Background: an optimization exercise with open tools, aiming at small area, a short achievable clock period and few clock cycles per item. Do not read the settings as production practice.
Function was checked by simulation only, so behaviour that the tests miss may differ from the original.
Power is estimated from default activity; no workload was simulated.

## rbc
module rbc #(
    parameter integer N_RX        = 32,
    parameter integer N_TX        = 32,
    parameter [7:0]   ESC_CHAR    = 8'h1B,
    parameter [7:0]   CANCEL_CHAR = 8'h18
) (
    input  wire        clk,
    input  wire        rst,
    input  wire        f_cmd_valid,
    input  wire [15:0] f_cmd,
    output reg         f_cmd_ready,
    output reg         f_rsp_valid,
    output wire [15:0] f_rsp,
    input  wire        a_enter,
    input  wire        a_leave,
    output reg         a_active,
    input  wire        a_cmd_valid,
    input  wire [15:0] a_cmd,
    output wire        a_cmd_ready,
    output reg         a_rsp_valid,
    output wire [15:0] a_rsp,
    input  wire        rx_valid,
    input  wire [7:0]  rx_byte,
    output reg         rx_ready,
    output reg         tx_valid,
    output reg  [7:0]  tx_byte,
    input  wire        tx_ready,
    output reg         cancel_pulse,
    output wire        cancel_pend
);
==> flow/config.mk <==
export PLATFORM = sky130hd
export DESIGN_NAME = rbc
export DESIGN_NICKNAME = rbc
export VERILOG_FILES = /design/flow/design.v
export SDC_FILE = /design/flow/constraint.sdc
export NUM_CORES = 4
export LEC_CHECK = 0
export CAP_MARGIN = 20
export CORE_MARGIN = 2
export CORE_UTILIZATION = 45
export CTS_CLUSTER_DIAMETER = 100
export CTS_CLUSTER_SIZE = 24
export PLACE_DENSITY = 0.65
export SETUP_SLACK_MARGIN = 5
export SLEW_MARGIN = 20
==> flow/constraint.sdc <==
create_clock -name core_clock -period 8.0 [get_ports {clk}]
set_input_delay 1.6000 -clock core_clock [delete_from_list [all_inputs] [get_ports {clk}]]
set_output_delay 1.6000 -clock core_clock [all_outputs]
set_load 0.01 [all_outputs]
standard.sh (not shown) runs the stock make flow with config.mk's settings and CLKGATE_MAP_FILE= SYNTH_SCRIPT=/design/flow/synth_recipe.tcl, a recipe that flattens the netlist after the stock synthesis.
==> flow/flow/run.sh <==
#!/bin/bash
set -euo pipefail
export BUFFER_PORTS_ARGS="-buffer_cell sky130_fd_sc_hd__buf_1"
bash standard.sh > standard_flow.log 2>&1
The first run ran to the end with no violations.
Testbench counts at the start, summed over its fixed seeds: cycles 77,611, commands 38,712.
Then changed:
- CORE_UTILIZATION: 45 -> 55
- PLACE_DENSITY: 0.65 -> 0.75
Effect: Wire length went down slightly. Combinational power barely changes. Worst hold slack improved by 0.0093 ns. Cell area shrinks slightly. Cell count falls by a few percent.

---

Another version of the RTL of rbc (not shown whole).
Size in the first run: ~580 flip-flops, about 97 I/O pins, ~0.025 mm^2 of cells after synthesis.
clock: 8.0 ns
lec_check: 0
cap_margin: 20
core_margin: 2
core_utilization: 65
cts_cluster_diameter: 100
cts_cluster_size: 24
place_density: 0.85
setup_slack_margin: 5
slew_margin: 20
run.sh (not shown) runs the stock make flow with config.mk's settings and CLKGATE_MAP_FILE= SYNTH_SCRIPT=/design/flow/synth_recipe.tcl, a recipe that flattens the netlist after the stock synthesis.
Stock flow here: none of the scripts above is used.
The starting point passed the timing, design-rule and antenna checks.
Testbench counts at the start, summed over its fixed seeds: cycles 77,611, commands 38,712.
Change:
==> flow/flow/run.sh (new file) <==
#!/bin/bash
set -euo pipefail
export BUFFER_PORTS_ARGS="-buffer_cell sky130_fd_sc_hd__buf_1"
bash standard.sh > standard_flow.log 2>&1
==> flow/standard.sh (new file) <==
#!/bin/bash
# synth_recipe.tcl (not shown) runs the flow's synth.tcl, then flattens the netlist and writes it again
# the make line also repeats each setting of config.mk as NAME=value (left out here)
make -C /OpenROAD-flow-scripts/flow DESIGN_CONFIG=/design/flow/config.mk WORK_HOME=/design/flow/orfs CLKGATE_MAP_FILE= SYNTH_SCRIPT=/design/flow/synth_recipe.tcl "${@:-finish}"
Settings changed: CORE_UTILIZATION 65 to 55, PLACE_DENSITY 0.85 to 0.75.
removed: flow/run.sh
What happened: The changed run completed without violations. Worst setup slack improves by 91 ps. Total power drops by 0.71%. First-iteration DRC count drops by 15%. Core utilization drops by 13 points. Non-clock buffer count drops by 24. Wire length drops by 11%. Combinational power drops by 17%. Synthesized area is unchanged. Count of clock-buffer cells in the layout is unchanged. Die area climbs by 18%.
Change:
==> flow/run.sh (new file) <==
#!/bin/bash
# synth_recipe.tcl (not shown) runs the flow's synth.tcl, then flattens the netlist and writes it again
# the make line also repeats each setting of config.mk as NAME=value (left out here)
make -C /OpenROAD-flow-scripts/flow DESIGN_CONFIG=/design/flow/config.mk WORK_HOME=/design/flow/orfs CLKGATE_MAP_FILE= SYNTH_SCRIPT=/design/flow/synth_recipe.tcl finish
removed: flow/flow/run.sh
removed: flow/standard.sh
=> The changed run completed without violations. Sequential share of layout area drops by 2.1 points. Critical path depth does not change. Clock-buffer cell count is unchanged. Global-route usage climbs by 0.40 points. Worst setup slack loses 84 ps. Via count climbs by 2.2%. Routed wire length climbs by about 3%. Total power climbs by about 0.6%. Cell area climbs by about 3.4%. Core utilization climbs by 2.1 points.

---

== red ==
The RTL this note starts from:
==> flow/design.v <==
module rbc #(
    parameter integer N_RX        = 32,
    parameter integer N_TX        = 32,
    parameter [7:0]   ESC_CHAR    = 8'h1B,
    parameter [7:0]   CANCEL_CHAR = 8'h18
) (
    input  wire        clk,
    input  wire        rst,
    input  wire        f_cmd_valid,
    input  wire [15:0] f_cmd,
    output reg         f_cmd_ready,
    output reg         f_rsp_valid,
    output wire [15:0] f_rsp,
    input  wire        a_enter,
    input  wire        a_leave,
    output reg         a_active,
    input  wire        a_cmd_valid,
    input  wire [15:0] a_cmd,
    output wire        a_cmd_ready,
    output reg         a_rsp_valid,
    output wire [15:0] a_rsp,
    input  wire        rx_valid,
    input  wire [7:0]  rx_byte,
    output reg         rx_ready,
    output reg         tx_valid,
    output reg  [7:0]  tx_byte,
    input  wire        tx_ready,
    output reg         cancel_pulse,
    output wire        cancel_pend
);
    localparam [7:0] CR = 8'h0D;
    localparam [7:0] LF = 8'h0A;
    localparam [3:0] OP_NOP = 4'h0, OP_RD = 4'h1, OP_WR = 4'h2, OP_RXPOP = 4'h3,
                     OP_TXPUSH = 4'h4, OP_RXEMPTY = 4'h5, OP_TXFULL = 4'h6,
                     OP_FSTEP = 4'h7, OP_CTLR = 4'h8, OP_CTLS = 4'h9, OP_CTLC = 4'hA,
                     OP_STAT = 4'hB, OP_CACK = 4'hC, OP_PTRR = 4'hD;
    wire [255:0] rx_flat, tx_flat;    
    reg [4:0] rx_head, rx_tail;
    reg [4:0] tx_head, tx_tail;
    reg       tx_ne;                  
    reg escf;
    reg cpend;
    reg rxie, txie, crlf, imask;
    reg [10:0] rsp;
    assign f_rsp = {5'b00000, rsp};
    assign a_rsp = {5'b00000, rsp};
    wire [7:0] ctrl = {4'b0000, imask, crlf, txie, rxie};
    wire rx_empty = (rx_head == rx_tail);
    wire rx_full  = (rx_head + 5'd1 == rx_tail);
    wire tx_full  = (tx_head + 5'd1 == tx_tail);
    wire tx_full2 = (tx_head + 5'd2 == tx_tail);    
    wire tx_last  = (tx_tail + 5'd1 == tx_head);    
    assign a_cmd_ready = a_active;
    wire   accept      = a_active ? a_cmd_valid : f_cmd_valid;
    wire [15:0] w      = a_active ? a_cmd : f_cmd;
    wire   a_open      = a_enter && !a_active && !imask && !f_cmd_valid;
    wire   a_close     = a_leave &&  a_active && !a_cmd_valid;
    wire   rxp_step    = rx_valid && rx_ready;
    wire   txc_step    = tx_valid && tx_ready;
    assign cancel_pend = cpend;
    wire [3:0] op = w[15:12];
    wire [7:0] d  = w[7:0];
    wire z_ok  = (w[11:8] == 4'h0);
    wire d_z   = (d == 8'h00);
    wire is_nop    = (op == OP_NOP);
    wire is_rd     = (op == OP_RD) || (op == OP_RXPOP);
    wire is_wr     = (op == OP_WR);
    wire is_txpush = (op == OP_TXPUSH);
    wire is_rxemp  = (op == OP_RXEMPTY);
    wire is_txful  = (op == OP_TXFULL);
    wire is_fstep  = (op == OP_FSTEP);
    wire is_ctlr   = (op == OP_CTLR);
    wire is_ctls   = (op == OP_CTLS);
    wire is_ctlc   = (op == OP_CTLC);
    wire is_stat   = (op == OP_STAT);
    wire is_cack   = (op == OP_CACK);
    wire is_ptrr   = (op == OP_PTRR);
    wire no_operand = is_nop || is_rd || is_rxemp || is_txful || is_ctlr || is_stat || is_cack;
    wire legal = z_ok && (op[3:1] != 3'b111) &&
                 !(no_operand && !d_z) && !(is_ptrr && (d[7:3] != 5'd0));
    wire go = accept && legal;
    wire f_cancel = escf && (d == CANCEL_CHAR);
    wire f_none   = !escf && (d == ESC_CHAR);
    wire f_lit    = !f_cancel && !f_none;
    wire crlf_ins = crlf && (d == LF);
    wire push1 = go && !tx_full && ((is_wr && f_lit) || is_txpush);
    wire push2 = go && is_wr && crlf_ins && !tx_full && !tx_full2;
    wire [7:0] tx_d1 = (is_wr && crlf_ins) ? CR : d;
    reg       pw1, pw2;
    reg [4:0] pw_slot;
    reg [7:0] pw_data;
    always @(posedge clk) begin
        pw1     <= push1;
        pw2     <= push2;
        pw_slot <= tx_head;
        pw_data <= tx_d1;
    end
    wire [7:0] tx_d_even = pw_slot[0] ? LF : pw_data;
    wire [7:0] tx_d_odd  = pw_slot[0] ? pw_data : LF;
    wire [4:0] pw_slot1  = pw_slot + 5'd1;
    wire [4:0]   tx_tail1 = tx_tail + 5'd1;
    wire [255:0] tx_rot = {tx_flat[7:0], tx_flat[255:8]};
    wire [7:0]   tx_m1  = tx_rot[{tx_tail, 3'b000} +: 8];
    wire [7:0]   tx_q1  = (pw1 && pw_slot  == tx_tail1) ? pw_data :
                          (pw2 && pw_slot1 == tx_tail1) ? LF : tx_m1;
    wire [7:0] rx_q = rx_flat[{rx_tail, 3'b000} +: 8];
    wire [7:0] ptr_sel = (d[1:0] == 2'd0) ? {3'b000, tx_head} :
                         (d[1:0] == 2'd1) ? {3'b000, tx_tail} :
                         (d[1:0] == 2'd2) ? {3'b000, rx_tail} :
                                            {3'b000, rx_head};
    wire [7:0] ptr_val = d[2] ? (ptr_sel ^ (ptr_sel >> 1)) : ptr_sel;
    wire [7:0] status = {4'b0000, cpend, escf, tx_full ? 1'b0 : 1'b1, !rx_empty};
    reg [10:0] rsp_next;
    always @(*) begin
        rsp_next = 11'h000;
        if (!legal) rsp_next = 11'h200;
        else if (is_rd) rsp_next = rx_empty ? 11'h000 : {3'b001, rx_q};
        else if (is_txpush) rsp_next = tx_full ? 11'h000 : 11'h100;
        else if (is_rxemp) rsp_next = {2'b00, rx_empty, 8'h00};
        else if (is_txful) rsp_next = {2'b00, tx_full, 8'h00};
        else if (is_fstep) rsp_next = f_cancel ? 11'h400 : f_none ? 11'h000 : {3'b001, d};
        else if (is_ctlr || is_ctls || is_ctlc) rsp_next = {3'b001, ctrl};
        else if (is_stat) rsp_next = {3'b001, status};
        else if (is_cack) rsp_next = {2'b00, cpend, 8'h00};
        else if (is_ptrr) rsp_next = {3'b001, ptr_val};
    end
    genvar gi;
    generate
        for (gi = 0; gi < 32; gi = gi + 1) begin : g_slot
            wire tx_we1 = pw1 && (pw_slot == gi);
            wire tx_we2 = pw2 && (pw_slot1 == gi);
            reg [7:0] tq, rq;
            always @(posedge clk) begin
                if (tx_we1 || tx_we2) tq <= (gi % 2 == 0) ? tx_d_even : tx_d_odd;
                if (rxp_step && !rx_full && (rx_head == gi)) rq <= rx_byte;
            end
            assign tx_flat[8*gi +: 8] = tq;
            assign rx_flat[8*gi +: 8] = rq;
        end
    endgenerate
    wire a_active_n = a_open ? 1'b1 : a_close ? 1'b0 : a_active;
    reg [3:0] ctrl_n;     
    always @(*) begin
        ctrl_n = {imask, crlf, txie | (push1 && is_wr), rxie};
        if (go && is_ctls) ctrl_n = ctrl[3:0] | d[3:0];
        if (go && is_ctlc) ctrl_n = ctrl[3:0] & ~d[3:0];
    end
    wire tx_ne_n = push1 || (tx_ne && !(txc_step && tx_last));
    always @(posedge clk) begin
        if (rst) begin
            rx_head <= 5'd0; rx_tail <= 5'd0;
            tx_head <= 5'd0; tx_tail <= 5'd0;
            tx_ne <= 1'b0;
            escf <= 1'b0; cpend <= 1'b0;
            rxie <= 1'b0; txie <= 1'b0; crlf <= 1'b1; imask <= 1'b0;
            a_active <= 1'b0; f_cmd_ready <= 1'b1;
            rx_ready <= 1'b0; tx_valid <= 1'b0;
            f_rsp_valid <= 1'b0; a_rsp_valid <= 1'b0;
            cancel_pulse <= 1'b0;
        end else begin
            f_rsp_valid  <= accept && !a_active;
            a_rsp_valid  <= accept &&  a_active;
            cancel_pulse <= go && (is_wr || is_fstep) && f_cancel;
            a_active    <= a_active_n;
            f_cmd_ready <= !a_active_n;
            {imask, crlf, txie, rxie} <= ctrl_n;
            rx_ready <= !a_active_n && !ctrl_n[3] && ctrl_n[0];
            tx_valid <= !a_active_n && !ctrl_n[3] && ctrl_n[1] && tx_ne_n;
            tx_ne    <= tx_ne_n;
            if (rxp_step && !rx_full) rx_head <= rx_head + 5'd1;
            if (txc_step) tx_tail <= tx_tail + 5'd1;
            if (go && is_rd && !rx_empty) rx_tail <= rx_tail + 5'd1;
            if (push2) tx_head <= tx_head + 5'd2;
            else if (push1) tx_head <= tx_head + 5'd1;
            if (go && (is_wr || is_fstep)) begin
                escf <= f_none;
                if (f_cancel) cpend <= 1'b1;
            end
            if (go && is_cack) cpend <= 1'b0;
        end
    end
    always @(posedge clk) begin
        if (push1 && (!tx_ne || (txc_step && tx_last))) tx_byte <= tx_d1;
        else if (txc_step) tx_byte <= tx_q1;
    end
    always @(posedge clk) rsp <= rsp_next;
endmodule
export LEC_CHECK = 0
export CAP_MARGIN = 20
export CORE_MARGIN = 2
export CORE_UTILIZATION = 55
export PLACE_DENSITY = 0.75
export SETUP_SLACK_MARGIN = 5
export SLEW_MARGIN = 20
create_clock -name core_clock -period 8.0 [get_ports {clk}]
Stock flow here: none of the scripts above is used.
red finished end to end and its layout was clean on timing, DRC and antenna.
Testbench counts of red, summed over its fixed seeds: cycles 77,611, commands 38,712.
For blue, these inputs were changed with respect to red:
- putting CTS_CLUSTER_SIZE at 30 where nothing was set
- putting CTS_CLUSTER_DIAMETER at 60 where nothing was set
Findings:
Diff blue and red: share of the final layout cell area in sequential cells higher in blue
The final reports for blue and red show count of clock buffers in the final design lower in the former.
Min total number of vias across blue and red: blue
Changes observed in blue relative to red: switching power as a share of total power higher; maximum single-stage delay on the critical path saw an increase; reported leakage power shrank by about 2.4%.
In the metrics for blue and red, the one carrying the higher setup slack is red.
Edits applied to the flow inputs when going from blue to green:
- a change of CTS_CLUSTER_SIZE from 30 to 20
- an added CTS_BUF_LIST of sky130_fd_sc_hd__clkbuf_8
- a deleted CTS_CLUSTER_DIAMETER that had been 60
--- outcome ---
green reached the final stage; the timing, design-rule and antenna checks on its layout passed. Compared green vs blue, and final area is up in green. For green, the slowest library cell on the worst path was sky130_fd_sc_hd__or3b_4, unlike blue, where it was sky130_fd_sc_hd__a2111oi_4. Going from blue to green, area enclosed by the die boundary saw little to no change; maximum vdd drop now sits lower. Summary — fmax, green relative to blue: higher, by about 5%. green against blue: clock-cell share of area now larger; fraction of area in non-clock buffers was more or less identical; detailed-route wire length went up. Comparing the two runs side by side, green comes out behind blue on global-route wire length before repair. green reports a higher static leakage than blue does.
[inputs] orange vs green
- PLACE_DENSITY now 0.6, was 0.75
- CORE_UTILIZATION now 40, was 55
- CTS_CLUSTER_SIZE no longer set, was 20
- CTS_BUF_LIST no longer set, was sky130_fd_sc_hd__clkbuf_8
### Flow results
orange went all the way through the flow, and no timing, DRC or antenna check failed.
From green to orange, total count of hold-check failures in the final report did not move at all.
On minimum clock period after layout, orange does worse than green.
Looking at overall die area, orange sits above green.
Proportion of power drawn by combinational gates: green vs orange, no meaningful difference
green → orange: area of the multi-input gates up 86 um2, global-route wire length before repair up 3300 um, clock distribution area overhead in the final layout up 1.2 points, fraction of met1 tracks used by global routing down 6.6 points.

-- afterwards: timing with drivers on the ports --
The results above use ideal ports. As a check the final layouts listed here were re-extracted and re-timed, cells and wires unchanged. Step 1 assumes that a clkbuf_16 drives the clock port and a buf_2 every other input. Step 2 moves the port delays by t, midway between the first and last clock arrival at a register: inputs arrive t later, outputs are due t later. That takes back most of the time a late clock gives input paths. Three values: ideal, step 1, step 2; two values: the first two.
| run | shift t [ns] | setup WS [ns] | latest minus earliest clock arrival (ns) |
|---|---|---|---|
| the first run of note 1 | 0.648 | 4.969 / 4.981 / 4.354 | 0.036 / 0.036 |
| the second run of note 1 | 0.647 | 4.954 / 4.965 / 4.341 | 0.025 / 0.025 |
| the first run of note 2 | 0.637 | 4.855 / 4.873 / 4.236 | 0.026 / 0.027 |
| the second run of note 2 | 0.644 | 4.946 / 4.970 / 4.326 | 0.030 / 0.030 |
| the third run of note 2 | 0.647 | 4.861 / 4.885 / 4.239 | 0.031 / 0.031 |
| red | 0.659 | 4.878 / 4.908 / 4.249 | 0.028 / 0.028 |
| blue | 0.629 | 4.826 / 4.860 / 4.232 | 0.048 / 0.049 |
| green | 0.724 | 4.981 / 4.999 / 4.275 | 0.028 / 0.028 |
| orange | 0.676 | 4.915 / 4.930 / 4.253 | 0.037 / 0.037 |
After both steps every run listed still meets setup and hold. For green, which loses most, drivers alone change the setup slack by +0.018 ns; drivers and shift together by -0.706 ns.
